From an optimization exercise on the open Yosys and OpenROAD flow, aimed at small area and a short achievable clock period; shortcuts taken in it are not production practice.
Function was checked by simulation only, so behaviour that the tests miss may differ from the original.
Power is estimated from default activity; no workload was simulated.

==> inputs of run C <==
==> flow/design.v <==
module hpma_frx (
    input  wire        clk,
    input  wire        rst,         
    input  wire        cmd_valid,
    input  wire [31:0] cmd_word,
    input  wire [8:0]  rd_addr,
    output reg  [15:0] rd_data,
    input  wire        rx_valid,
    input  wire [7:0]  rx_data,
    output wire        rx_ready,
    input  wire        tick,
    output wire        busy,
    output wire        fin
);
    localparam [2:0] S_IDLE    = 3'd0,
                     S_SYNC    = 3'd1,
                     S_SETTLE  = 3'd2,
                     S_LENWAIT = 3'd3,
                     S_BODY    = 3'd4,
                     S_DONE    = 3'd5,
                     S_ERROR   = 3'd6;
    localparam [2:0] E_NONE           = 3'd0,
                     E_SYNC_TIMEOUT   = 3'd1,
                     E_LENGTH_TIMEOUT = 3'd2,
                     E_INVALID_LENGTH = 3'd3,
                     E_SHORT_READ     = 3'd4;
    localparam [7:0] SENTINEL = 8'h40;
    reg [2:0]  st;
    reg [2:0]  err;
    reg        ign;
    reg        ill;
    reg [7:0]  len;
    reg [8:0]  idx;
    reg [7:0]  acc;
    reg [15:0] tmr;
    reg [15:0] tsync;
    reg [7:0]  maxpay;
    wire [3:0]  op          = cmd_word[31:28];
    wire        rsv_zero    = (cmd_word[27:16] == 12'd0);
    wire        imm_zero    = (cmd_word[15:0] == 16'd0);
    wire        imm_hi_zero = (cmd_word[15:8] == 8'd0);
    wire is_nop    = rsv_zero && (op == 4'h0) && imm_zero;
    wire is_start  = rsv_zero && (op == 4'h1) && imm_zero;
    wire is_tsync  = rsv_zero && (op == 4'h2);
    wire is_maxpay = rsv_zero && (op == 4'h3) && imm_hi_zero;
    wire is_rclr   = rsv_zero && (op == 4'h4) && imm_zero;
    wire is_radd   = rsv_zero && (op == 4'h5) && imm_hi_zero;
    wire is_legal  = is_nop || is_start || is_tsync || is_maxpay || is_rclr || is_radd;
    wire st_sync    = (st == S_SYNC);
    wire st_settle  = (st == S_SETTLE);
    wire st_lenwait = (st == S_LENWAIT);
    wire st_body    = (st == S_BODY);
    assign busy = st_sync | st_settle | st_lenwait | st_body;
    assign fin  = (st == S_DONE) || (st == S_ERROR);
    reg exp_r;
    reg rdy_r;       
    reg rdyb_r;      
    reg rdyl_r;      
    wire expired = exp_r;
    assign rx_ready = !rst && rdy_r;
    wire [15:0] tinc = (tick && (tmr != 16'hFFFF)) ? tmr + 16'd1 : tmr;
    wire [9:0] len_ext = {2'b00, rx_data};
    wire lenok = (len_ext >= 10'd1) &&
                 (len_ext + 10'd3 <= 10'd256) &&
                 (len_ext - 10'd1 <= {2'b00, maxpay});
    wire [9:0] body_end = {2'b00, len} + 10'd2;
    wire we_len    = !rst && rx_valid && rdyl_r && lenok;
    wire we_body   = !rst && rx_valid && rdyb_r;
    wire [15:0] wlo;
    wire [15:0] whi;
    genvar gi;
    generate
        for (gi = 0; gi < 16; gi = gi + 1) begin : g_wpre
            assign wlo[gi] = (idx[3:0] == gi);
            assign whi[gi] = we_body && (idx[7:4] == gi);
        end
    endgenerate
    wire [15:0] rlo;         
    wire [15:0] rhi;         
    wire [8:0]  ra_n;
    wire [3:0]  plo_n, qlo_n, phi_n, qhi_n;
    generate
        for (gi = 0; gi < 9; gi = gi + 1) begin : g_rinv
            hpma_frx_inv u_i (.a(rd_addr[gi]), .y(ra_n[gi]));
        end
        for (gi = 0; gi < 4; gi = gi + 1) begin : g_rp
            hpma_frx_nand2 u_plo (.a({gi[1] ? rd_addr[1] : ra_n[1], gi[0] ? rd_addr[0] : ra_n[0]}), .y(plo_n[gi]));
            hpma_frx_nand2 u_qlo (.a({gi[1] ? rd_addr[3] : ra_n[3], gi[0] ? rd_addr[2] : ra_n[2]}), .y(qlo_n[gi]));
            hpma_frx_nand2 u_phi (.a({gi[1] ? rd_addr[5] : ra_n[5], gi[0] ? rd_addr[4] : ra_n[4]}), .y(phi_n[gi]));
            hpma_frx_nand3 u_qhi (.a({rd_addr[8], gi[1] ? rd_addr[7] : ra_n[7], gi[0] ? rd_addr[6] : ra_n[6]}), .y(qhi_n[gi]));
        end
        for (gi = 0; gi < 16; gi = gi + 1) begin : g_rpre
            hpma_frx_nor2 u_lo (.a({qlo_n[gi / 4], plo_n[gi % 4]}), .y(rlo[gi]));
            hpma_frx_nor2 u_hi (.a({qhi_n[gi / 4], phi_n[gi % 4]}), .y(rhi[gi]));
        end
    endgenerate
    wire [255:0] rsel_n;
    wire [7:0]   row_n [0:255];
    hpma_frx_nand2 u_rsel0 (.a({rlo[0], rhi[0]}), .y(rsel_n[0]));
    assign row_n[0]  = ~SENTINEL;
    wire [7:0] wdata_n = ~rx_data;
    generate
        for (gi = 1; gi < 256; gi = gi + 1) begin : g_buf
            reg [7:0] qn;
            wire we = (gi == 1) ? we_len : (wlo[gi % 16] & whi[gi / 16]);
            always @(posedge clk)
                if (we) qn <= wdata_n;
            hpma_frx_nand2 u_rsel (.a({rlo[gi % 16], rhi[gi / 16]}), .y(rsel_n[gi]));
            assign row_n[gi]  = qn;
        end
    endgenerate
    wire [7:0] rd_lo;
    wire [7:0] reg_lo;       
    wire       rsel0 = ~rsel_n[0];
    genvar gb, gl;
    generate
        for (gb = 0; gb < 8; gb = gb + 1) begin : g_rbit
            wire [31:0] leaf;
            wire [15:0] l1_n;
            wire [3:0]  l2;
            wire [1:0]  l3_n;
            for (gl = 0; gl < 32; gl = gl + 1) begin : g_leaf
                wire [7:0] dn;
                for (gi = 0; gi < 8; gi = gi + 1) begin : g_d
                    assign dn[gi] = row_n[gl * 8 + gi][gb];
                end
                if (gl == 0) begin : g_l0
                    hpma_frx_leaf7 u_leaf (.sn(rsel_n[7:1]), .dn(dn[7:1]), .y(leaf[gl]));
                end else begin : g_ln
                    hpma_frx_leaf8 u_leaf (.sn(rsel_n[gl * 8 + 7 : gl * 8]), .dn(dn), .y(leaf[gl]));
                end
            end
            for (gl = 0; gl < 16; gl = gl + 1) begin : g_l1
                hpma_frx_nor2 u_g (.a(leaf[gl * 2 + 1 : gl * 2]), .y(l1_n[gl]));
            end
            for (gl = 0; gl < 4; gl = gl + 1) begin : g_l2
                hpma_frx_nand4 u_g (.a(l1_n[gl * 4 + 3 : gl * 4]), .y(l2[gl]));
            end
            hpma_frx_nor2 u_o0 (.a(l2[1:0]), .y(l3_n[0]));
            hpma_frx_nor2 u_o1 (.a(l2[3:2]), .y(l3_n[1]));
            hpma_frx_nand3 u_r (.a({~(reg_lo[gb] | (rsel0 & SENTINEL[gb])), l3_n}), .y(rd_lo[gb]));
        end
    endgenerate
    reg [2:0]  st_n;
    reg [2:0]  err_n;
    reg        ign_n;
    reg        ill_n;
    reg [7:0]  len_n;
    reg [8:0]  idx_n;
    reg [7:0]  acc_n;
    reg [15:0] tmr_n;
    reg [15:0] tsync_n;
    reg [7:0]  maxpay_n;
    always @(*) begin
        st_n = st; err_n = err; ign_n = ign; ill_n = ill; len_n = len;
        idx_n = idx; acc_n = acc; tmr_n = tmr; tsync_n = tsync; maxpay_n = maxpay;
        if (rst) begin
            st_n     = S_IDLE;
            err_n    = E_NONE;
            ign_n    = 1'b0;
            ill_n    = 1'b0;
            len_n    = 8'd0;
            idx_n    = 9'd0;
            acc_n    = 8'd0;
            tmr_n    = 16'd0;
            tsync_n  = 16'd0;
            maxpay_n = 8'd0;
        end else begin
            if (cmd_valid) begin
                if (!is_legal) begin
                    ill_n = 1'b1;
                end else if (!is_nop) begin
                    if (busy) begin
                        ign_n = 1'b1;
                    end else if (is_start) begin
                        st_n  = S_SYNC;
                        err_n = E_NONE;
                        ign_n = 1'b0;
                        ill_n = 1'b0;
                        len_n = 8'd0;
                        idx_n = 9'd0;
                        acc_n = 8'd0;
                        tmr_n = 16'd0;
                    end else if (is_tsync) begin
                        tsync_n = cmd_word[15:0];
                    end else if (is_maxpay) begin
                        maxpay_n = cmd_word[7:0];
                    end else if (is_rclr) begin
                        acc_n = 8'd0;
                    end else if (is_radd) begin
                        acc_n = acc + cmd_word[7:0];
                    end
                end
            end
            case (st)
                S_SYNC: begin
                    if (expired) begin
                        st_n  = S_ERROR;
                        err_n = E_SYNC_TIMEOUT;
                    end else if (rx_valid && (rx_data == SENTINEL)) begin
                        acc_n = acc + SENTINEL;
                        idx_n = 9'd1;
                        st_n  = S_SETTLE;
                        tmr_n = 16'd0;
                    end else begin
                        tmr_n = tinc;
                    end
                end
                S_SETTLE: begin
                    if (expired) begin
                        st_n  = S_LENWAIT;
                        tmr_n = 16'd0;
                    end else begin
                        tmr_n = tinc;
                    end
                end
                S_LENWAIT: begin
                    if (expired) begin
                        st_n  = S_ERROR;
                        err_n = E_LENGTH_TIMEOUT;
                    end else if (rx_valid) begin
                        len_n = rx_data;
                        if (lenok) begin
                            acc_n = acc + rx_data;
                            idx_n = 9'd2;
                            st_n  = S_BODY;
                            tmr_n = 16'd0;
                        end else begin
                            st_n  = S_ERROR;
                            err_n = E_INVALID_LENGTH;
                        end
                    end else begin
                        tmr_n = tinc;
                    end
                end
                S_BODY: begin
                    if (expired) begin
                        st_n  = S_ERROR;
                        err_n = E_SHORT_READ;
                    end else if (rx_valid) begin
                        idx_n = idx + 9'd1;
                        if ({1'b0, idx} < body_end) begin
                            acc_n = acc + rx_data;
                            tmr_n = tinc;
                        end else begin
                            st_n = S_DONE;
                        end
                    end else begin
                        tmr_n = tinc;
                    end
                end
                default: ;
            endcase
        end
    end
    wire ge_t   = (tmr >= tsync);                               
    wire ge_i   = ({1'b0, tmr} + 17'd1 >= {1'b0, tsync});       
    wire tinc_ge_tsync = tick ? ge_i : ge_t;
    wire tinc_ge_1     = tick | (tmr != 16'd0);
    wire tinc_ge_100   = tick ? (tmr >= 16'd99) : (tmr >= 16'd100);
    wire sent          = (rx_data == SENTINEL);
    wire last          = !({1'b0, idx} < body_end);
    wire start_ok      = cmd_valid && is_start && !busy;
    wire exp_n = !rst && (
        (start_ok && (tsync == 16'd0)) ||
        (st_sync    && !exp_r && !(rx_valid && sent) && tinc_ge_tsync) ||
        (st_settle  && !exp_r && tinc_ge_1) ||
        (st_lenwait && !exp_r && !rx_valid && tinc_ge_100) ||
        (st_body    && !exp_r && !(rx_valid && last) && tinc_ge_100));
    wire nxt_sync = start_ok || (st_sync && !exp_r && !(rx_valid && sent));
    wire nxt_len  = (st_settle && exp_r) || (st_lenwait && !exp_r && !rx_valid);
    wire nxt_body = (st_lenwait && !exp_r && rx_valid && lenok) ||
                    (st_body && !exp_r && !(rx_valid && last));
    always @(posedge clk) begin
        st     <= st_n;
        err    <= err_n;
        ign    <= ign_n;
        ill    <= ill_n;
        len    <= len_n;
        idx    <= idx_n;
        acc    <= acc_n;
        tmr    <= tmr_n;
        tsync  <= tsync_n;
        maxpay <= maxpay_n;
        exp_r  <= exp_n;
        rdy_r  <= !rst && !exp_n && (nxt_sync || nxt_len || nxt_body);
        rdyb_r <= !rst && !exp_n && nxt_body;
        rdyl_r <= !rst && !exp_n && nxt_len;
    end
    wire [15:0] status = {3'b000, fin, busy, (acc == 8'd0), ill, ign,
                          1'b0, err, 1'b0, st};
    reg [15:0] reg_rd;
    always @(*) begin
        case (rd_addr[7:0])
            8'h00: reg_rd = status;
            8'h01: reg_rd = {8'h00, len};
            8'h02: reg_rd = {7'h00, idx};
            8'h03: reg_rd = {8'h00, acc};
            8'h04: reg_rd = {8'h00, 8'h00 - acc};
            8'h05: reg_rd = tmr;
            8'h06: reg_rd = tsync;
            8'h07: reg_rd = {8'h00, maxpay};
            8'h08: reg_rd = 16'd256;
            8'h09: reg_rd = 16'd1;
            8'h0A: reg_rd = 16'd100;
            8'h0B: reg_rd = 16'd100;
            default: reg_rd = 16'h0000;
        endcase
    end
    wire [15:0] reg_part = rd_addr[8] ? 16'h0000 : reg_rd;
    assign reg_lo = reg_part[7:0];
    always @(*) begin
        rd_data = {reg_part[15:8], rd_lo};
    end
endmodule
module hpma_frx_oai22 (
    input  wire a0,
    input  wire a1,
    input  wire b0,
    input  wire b1,
    output wire y
);
    assign y = ~((a0 | a1) & (b0 | b1));
endmodule
module hpma_frx_leaf8 (
    input  wire [7:0] sn,
    input  wire [7:0] dn,
    output wire       y
);
    wire [3:0] p;
    wire [1:0] q_n;
    genvar i;
    generate
        for (i = 0; i < 4; i = i + 1) begin : g_p
            hpma_frx_oai22 u_p (.a0(sn[2 * i]), .a1(dn[2 * i]),
                                .b0(sn[2 * i + 1]), .b1(dn[2 * i + 1]), .y(p[i]));
        end
    endgenerate
    hpma_frx_nor2  u_q0 (.a(p[1:0]), .y(q_n[0]));
    hpma_frx_nor2  u_q1 (.a(p[3:2]), .y(q_n[1]));
    hpma_frx_nand2 u_y  (.a(q_n), .y(y));
endmodule
module hpma_frx_leaf7 (
    input  wire [6:0] sn,
    input  wire [6:0] dn,
    output wire       y
);
    wire [3:0] p;
    wire [1:0] q_n;
    genvar i;
    generate
        for (i = 0; i < 3; i = i + 1) begin : g_p
            hpma_frx_oai22 u_p (.a0(sn[2 * i]), .a1(dn[2 * i]),
                                .b0(sn[2 * i + 1]), .b1(dn[2 * i + 1]), .y(p[i]));
        end
    endgenerate
    hpma_frx_nor2  u_p3 (.a({sn[6], dn[6]}), .y(p[3]));
    hpma_frx_nor2  u_q0 (.a(p[1:0]), .y(q_n[0]));
    hpma_frx_nor2  u_q1 (.a(p[3:2]), .y(q_n[1]));
    hpma_frx_nand2 u_y  (.a(q_n), .y(y));
endmodule
module hpma_frx_nand4 (
    input  wire [3:0] a,
    output wire       y
);
    assign y = ~&a;
endmodule
module hpma_frx_nor2 (
    input  wire [1:0] a,
    output wire       y
);
    assign y = ~|a;
endmodule
module hpma_frx_nand3 (
    input  wire [2:0] a,
    output wire       y
);
    assign y = ~&a;
endmodule
module hpma_frx_nand2 (
    input  wire [1:0] a,
    output wire       y
);
    assign y = ~&a;
endmodule
module hpma_frx_inv (
    input  wire a,
    output wire y
);
    assign y = ~a;
endmodule
==> flow/run.sh <==
#!/bin/bash
# synth_recipe.tcl (not shown) runs the flow's synth.tcl, then flattens the netlist and writes it again
# the make line also repeats each setting of config.mk as NAME=value (left out here)
make -C /OpenROAD-flow-scripts/flow DESIGN_CONFIG=/design/flow/config.mk WORK_HOME=/design/flow/orfs CLKGATE_MAP_FILE= SYNTH_SCRIPT=/design/flow/synth_recipe.tcl finish
==> flow/config.mk <==
export PLATFORM = sky130hd
export DESIGN_NAME = hpma_frx
export DESIGN_NICKNAME = hpma_frx
export VERILOG_FILES = /design/flow/design.v
export SDC_FILE = /design/flow/constraint.sdc
export NUM_CORES = 4
export LEC_CHECK = 0
export CAP_MARGIN = 20
export CORE_MARGIN = 2
export CORE_UTILIZATION = 60
export CTS_CLUSTER_DIAMETER = 100
export CTS_CLUSTER_SIZE = 25
export PLACE_DENSITY = 0.7
export SETUP_SLACK_MARGIN = 4
export SLEW_MARGIN = 20
export SYNTH_HIERARCHICAL = 1
==> flow/constraint.sdc <==
create_clock -name core_clock -period 9.0 [get_ports {clk}]
set_input_delay 1.8000 -clock core_clock [delete_from_list [all_inputs] [get_ports {clk}]]
set_output_delay 1.8000 -clock core_clock [all_outputs]
set_load 0.01 [all_outputs]
==> run A: changes against run C <==
--- a/flow/design.v
+++ b/flow/design.v
@@ -75,28 +75,17 @@
             assign whi[gi] = we_body && (idx[7:4] == gi);
         end
     endgenerate
-    wire [15:0] rlo;         
-    wire [15:0] rhi;         
-    wire [8:0]  ra_n;
-    wire [3:0]  plo_n, qlo_n, phi_n, qhi_n;
+    wire [15:0] rlo;
+    wire [15:0] rhi;
     generate
-        for (gi = 0; gi < 9; gi = gi + 1) begin : g_rinv
-            hpma_frx_inv u_i (.a(rd_addr[gi]), .y(ra_n[gi]));
-        end
-        for (gi = 0; gi < 4; gi = gi + 1) begin : g_rp
-            hpma_frx_nand2 u_plo (.a({gi[1] ? rd_addr[1] : ra_n[1], gi[0] ? rd_addr[0] : ra_n[0]}), .y(plo_n[gi]));
-            hpma_frx_nand2 u_qlo (.a({gi[1] ? rd_addr[3] : ra_n[3], gi[0] ? rd_addr[2] : ra_n[2]}), .y(qlo_n[gi]));
-            hpma_frx_nand2 u_phi (.a({gi[1] ? rd_addr[5] : ra_n[5], gi[0] ? rd_addr[4] : ra_n[4]}), .y(phi_n[gi]));
-            hpma_frx_nand3 u_qhi (.a({rd_addr[8], gi[1] ? rd_addr[7] : ra_n[7], gi[0] ? rd_addr[6] : ra_n[6]}), .y(qhi_n[gi]));
-        end
         for (gi = 0; gi < 16; gi = gi + 1) begin : g_rpre
-            hpma_frx_nor2 u_lo (.a({qlo_n[gi / 4], plo_n[gi % 4]}), .y(rlo[gi]));
-            hpma_frx_nor2 u_hi (.a({qhi_n[gi / 4], phi_n[gi % 4]}), .y(rhi[gi]));
+            assign rlo[gi] = (rd_addr[3:0] == gi);
+            assign rhi[gi] = rd_addr[8] && (rd_addr[7:4] == gi);
         end
     endgenerate
     wire [255:0] rsel_n;
     wire [7:0]   row_n [0:255];
-    hpma_frx_nand2 u_rsel0 (.a({rlo[0], rhi[0]}), .y(rsel_n[0]));
+    assign rsel_n[0] = ~(rlo[0] & rhi[0]);
     assign row_n[0]  = ~SENTINEL;
     wire [7:0] wdata_n = ~rx_data;
     generate
@@ -105,7 +94,7 @@
             wire we = (gi == 1) ? we_len : (wlo[gi % 16] & whi[gi / 16]);
             always @(posedge clk)
                 if (we) qn <= wdata_n;
-            hpma_frx_nand2 u_rsel (.a({rlo[gi % 16], rhi[gi / 16]}), .y(rsel_n[gi]));
+            assign rsel_n[gi] = ~(rlo[gi % 16] & rhi[gi / 16]);
             assign row_n[gi]  = qn;
         end
     endgenerate
@@ -136,9 +125,9 @@
             for (gl = 0; gl < 4; gl = gl + 1) begin : g_l2
                 hpma_frx_nand4 u_g (.a(l1_n[gl * 4 + 3 : gl * 4]), .y(l2[gl]));
             end
-            hpma_frx_nor2 u_o0 (.a(l2[1:0]), .y(l3_n[0]));
+            hpma_frx_nor3 u_o0 (.a({reg_lo[gb] | (rsel0 & SENTINEL[gb]), l2[1:0]}), .y(l3_n[0]));
             hpma_frx_nor2 u_o1 (.a(l2[3:2]), .y(l3_n[1]));
-            hpma_frx_nand3 u_r (.a({~(reg_lo[gb] | (rsel0 & SENTINEL[gb])), l3_n}), .y(rd_lo[gb]));
+            hpma_frx_nand2 u_r (.a(l3_n), .y(rd_lo[gb]));
         end
     endgenerate
     reg [2:0]  st_n;
@@ -371,11 +360,11 @@
 );
     assign y = ~|a;
 endmodule
-module hpma_frx_nand3 (
+module hpma_frx_nor3 (
     input  wire [2:0] a,
     output wire       y
 );
-    assign y = ~&a;
+    assign y = ~|a;
 endmodule
 module hpma_frx_nand2 (
     input  wire [1:0] a,
@@ -383,9 +372,3 @@
 );
     assign y = ~&a;
 endmodule
-module hpma_frx_inv (
-    input  wire a,
-    output wire y
-);
-    assign y = ~a;
-endmodule
==> qor summary <==
                                                                                                             run C                    run A
Result of the run                                                                          complete, no violations  complete, no violations
Comb power                                                                                              0.000601 W               0.000559 W
Wire length on met2                                                                                      108000 um                106000 um
Post-synthesis share of cell area spent on xor and xnor gates                                               0.466%                   0.498%
Clock buffer and inverter area fraction after layout                                                         2.81%                    2.82%
Critical path launch point                                                                              rd_addr[2]               rd_addr[3]
Maximum fanout along the worst path                                                                              8                        9
Post-CTS clock slew at the launch and capture registers of the worst setup and hold paths                  0.09 ns                  0.10 ns
Endpoint, Worst Hold                                                                              ign$_SDFFE_PP0P_   tsync[12]$_SDFFE_PP0P_
Worst Tran Pin Value                                                                                       1.28 ns                  1.24 ns
Final core utilization                                                                                       68.9%                    67.6%
Chip Width                                                                                                  371 um                   371 um
Startpoint of the lowest-slack register-to-register path                                         len[1]$_SDFF_PP0_        idx[4]$_SDFF_PP0_
Global Route met2 Usage                                                                                      52.2%                    51.5%
DIE AREA                                                                                                0.138 mm^2               0.138 mm^2
Max stage delay on crit path                                                                               0.58 ns                  0.50 ns
Number of inserted filler cells in the final layout                                                           8939                     9149
Clock-net power                                                                                          0.00487 W                0.00481 W
Count of instances resized after the clock tree is built                                                       844                      517
Layout Cell Area excl Fill                                                                             0.0919 mm^2              0.0903 mm^2
Number of unique standard cell types used by synthesis                                                          66                       71
Total number of multi-input combinational cells                                                               3333                     3317
Number of vias after detailed routing                                                                        52420                    51989
Cells after synthesis                                                                                         5602                     5611

-- re-timing with driven ports --
In the flow no input, the clock included, has a driving cell. The finished layouts below were timed again as built, in two steps.
Step 1 sets driving cells, clkbuf_16 on the clock port and buf_2 on the other inputs (assumed; they add their load-dependent delay and slew).
Step 2 adds t to the input delays and takes it off the output delays; t is the mean of the earliest and latest rising clock arrival at the registers after step 1. Input paths then give back, and output paths get back, about the clock's delay inside the block.
a / b / c = no drivers / after step 1 / after step 2; a / b = the first two.
| run | t (ns) | setup WS [ns] | worst hold slack (ns) | worst data-port slew with drivers (ns) | pins driven straight from the clock port |
|---|---|---|---|---|---|
| run C | 0.828 | 2.770 / 2.658 / 2.658 | 0.477 / 0.477 / 0.477 | 0.11 | 1 |
| run A | 0.815 | 2.802 / 2.704 / 2.704 | 0.510 / 0.510 / 0.510 | 0.17 | 1 |
After both steps setup and hold are still met in every run listed. For run C, which loses most, drivers alone change the setup slack by -0.112 ns; drivers and shift together by -0.112 ns.
